What follows belongs to an exercise in optimizing a design on an open flow for small area; a production flow would make more cautious choices. Only simulation tests tie the RTL to the original design; equivalence was not proved.

Setup of birch:
## pp_core
module pp_core (
    input  wire         clk,
    input  wire         rst,
    input  wire         cmd_valid,
    output wire         cmd_ready,
    input  wire [3:0]   cmd_code,
    input  wire [271:0] cmd_arg,
    output reg          rsp_valid,
    output reg  [1:0]   rsp_status,
    output wire [65:0]  rsp_data,
    output reg          tx_open_req,
    input  wire         tx_open_ack,
    input  wire         tx_open_ok,
    output reg          tx_wr_valid,
    output wire [31:0]  tx_wr_data,
    input  wire         tx_done,
    input  wire         tx_fail,
    output reg          tx_close,
    output wire [1:0]   phase,
    output wire [2:0]   err,
    output wire [1:0]   dstate
);
    localparam C_PARH   = 4'h1, C_PAR32 = 4'h2, C_ENCW  = 4'h3, C_TOBYTES = 4'h4,
               C_COUNT  = 4'h5, C_CMASK = 4'h6, C_PACKH = 4'h7, C_PACKB   = 4'h8,
               C_ENCPAT = 4'h9, C_LOAD  = 4'hA, C_START = 4'hB, C_LEN     = 4'hC,
               C_GET    = 4'hD, C_TICK  = 4'hE, C_STOP  = 4'hF;
    localparam PH_BUILD = 2'd0, PH_PLAY = 2'd1, PH_STOPPED = 2'd2, PH_HALT = 2'd3;
    localparam ST_OK = 2'd0, ST_REFUSED = 2'd1, ST_ERROR = 2'd2;
    localparam E_NONE = 3'd0, E_CONFIG = 3'd1, E_OPEN = 3'd2, E_WRITE = 3'd3, E_INDEX = 3'd4;
    reg  [511:0] cat;
    reg  [6:0]  cat_len;
    reg  [5:0]  cursor;
    reg  [1:0]  cnt_hi;               
    reg  [1:0]  cnt_lo;               
    reg  [1:0]  phase_r;
    reg  [2:0]  err_r;
    reg         stop_req;
    reg         wr_hdr;               
  ...
export LEC_CHECK = 0
export CAP_MARGIN = 20
export CORE_MARGIN = 2
export CORE_UTILIZATION = 40
export CTS_CLUSTER_DIAMETER = 80
export CTS_CLUSTER_SIZE = 24
export GPL_TIMING_DRIVEN = 0
export PLACE_DENSITY = 0.6
export SLEW_MARGIN = 20
export SYNTH_HIERARCHICAL = 1
create_clock -name core_clock -period 12.0 [get_ports {clk}]
standard.sh (not shown) runs the stock make flow with config.mk's settings and CLKGATE_MAP_FILE= SYNTH_SCRIPT=/design/flow/synth_recipe.tcl, a recipe that flattens the netlist after the stock synthesis.
==> flow/flow/run.sh <==
#!/bin/bash
# The standard layout, with each port buffered by the smallest buffer
# (sky130_fd_sc_hd__buf_1) instead of the default clkdlybuf4s50_1.
set -euo pipefail
export BUFFER_PORTS_ARGS="-buffer_cell sky130_fd_sc_hd__buf_1"
bash standard.sh finish > flow_standard.log 2>&1
The flow did not stop early for birch: all stages ran, and the layout cleared the timing, design-rule and antenna checks.
Changes in cedar relative to birch:
Settings: a deleted GPL_TIMING_DRIVEN that had been 0; a change of CAP_MARGIN from 20 to 0; a change of SLEW_MARGIN from 20 to 0.
[summary]
- cedar: PASS, flow complete, no timing, DRC or antenna violations
- cedar: fraction of area in registers 1.8 points above birch
- For the routed wire length on met3, cedar came in about 5% lower than birch did.
- The clock network area share number comes out higher for cedar vs birch.
- Area: cedar vs birch -> cedar smaller
- Row setup slack: cedar higher / birch lower
- Total routed wirelength: cedar better than birch

========
== job 101 ==
Another version of the RTL of pp_core (not shown whole).
For scale: ~1800 cells after synthesis, about 400 I/O pins, about 29000 um2 of cells after synthesis.
==> flow/config.mk <==
export PLATFORM = sky130hd
export DESIGN_NAME = pp_core
export DESIGN_NICKNAME = pp_core
export VERILOG_FILES = /design/flow/design.v
export SDC_FILE = /design/flow/constraint.sdc
export NUM_CORES = 4
export LEC_CHECK = 0
export CAP_MARGIN = 0
export CORE_MARGIN = 2
export CORE_UTILIZATION = 40
export CTS_BUF_LIST = sky130_fd_sc_hd__clkbuf_8
export CTS_CLUSTER_DIAMETER = 60
export CTS_CLUSTER_SIZE = 16
export PLACE_DENSITY = 0.6
export SLEW_MARGIN = 0
export SYNTH_HIERARCHICAL = 1
==> flow/constraint.sdc <==
create_clock -name core_clock -period 12.0 [get_ports {clk}]
set_input_delay 2.4000 -clock core_clock [delete_from_list [all_inputs] [get_ports {clk}]]
set_output_delay 2.4000 -clock core_clock [all_outputs]
set_load 0.01 [all_outputs]
Scripts as last shown in full above: flow/flow/run.sh
In summary, job 101 completed successfully, with a layout that passed the timing, design-rule and antenna checks.
Modified inputs, job 102 compared to job 101
Settings: swapping 16 for 24 in CTS_CLUSTER_SIZE; swapping 60 for 80 in CTS_CLUSTER_DIAMETER; clearing CTS_BUF_LIST, which used to be sky130_fd_sc_hd__clkbuf_8; swapping 0 for 20 in SLEW_MARGIN; swapping 0 for 20 in CAP_MARGIN.
Notes after the runs:
Summary of job 102 over job 101: net count reported at finish now sits lower; layout overhead on the synthesized area now sits lower.
In the reports for job 101 and job 102, the smaller clock latency on the worst-skew pair belongs to job 102.
Job 102 against job 101: number of buffers inserted during clock tree synthesis fell 19; cell area about even.
On worst hold slack, job 101 and job 102 are basically level.
Compared with job 101, job 102 shows a lower maximum frequency.

==> re-timing with driven ports <==
No port has a modelled driver above. Below, the same layouts with a new extraction and two added sets of constraints.
Step 1 (the two cells are an assumption about what drives the block):
set clk [get_ports {clk}]
set_driving_cell -lib_cell sky130_fd_sc_hd__clkbuf_16 $clk
set_driving_cell -lib_cell sky130_fd_sc_hd__buf_2 [delete_from_list [all_inputs] $clk]
Step 2 moves the port delays by t, midway between the first and last clock arrival at a register: inputs arrive t later, outputs are due t later. That takes back most of the time a late clock gives input paths.
Slacks: no drivers / after step 1 / after step 2; pairs: no drivers / after step 1.
| run | shift t [ns] | setup slack, ns | slew at the worst register clock pin (ns) | cell pins on the clock port's net |
|---|---|---|---|---|
| birch | 0.673 | 3.037 / 3.065 / 2.392 | 0.10 / 0.10 | 1 |
| cedar | 0.676 | 3.154 / 3.179 / 2.503 | 0.10 / 0.10 | 1 |
| job 101 | 0.711 | 3.371 / 3.390 / 2.679 | 0.11 / 0.11 | 1 |
| job 102 | 0.682 | 3.339 / 3.359 / 2.677 | 0.10 / 0.10 | 1 |
After both steps setup and hold are still met in every run listed. For job 101, which loses most, drivers alone change the setup slack by +0.019 ns; drivers and shift together by -0.692 ns.
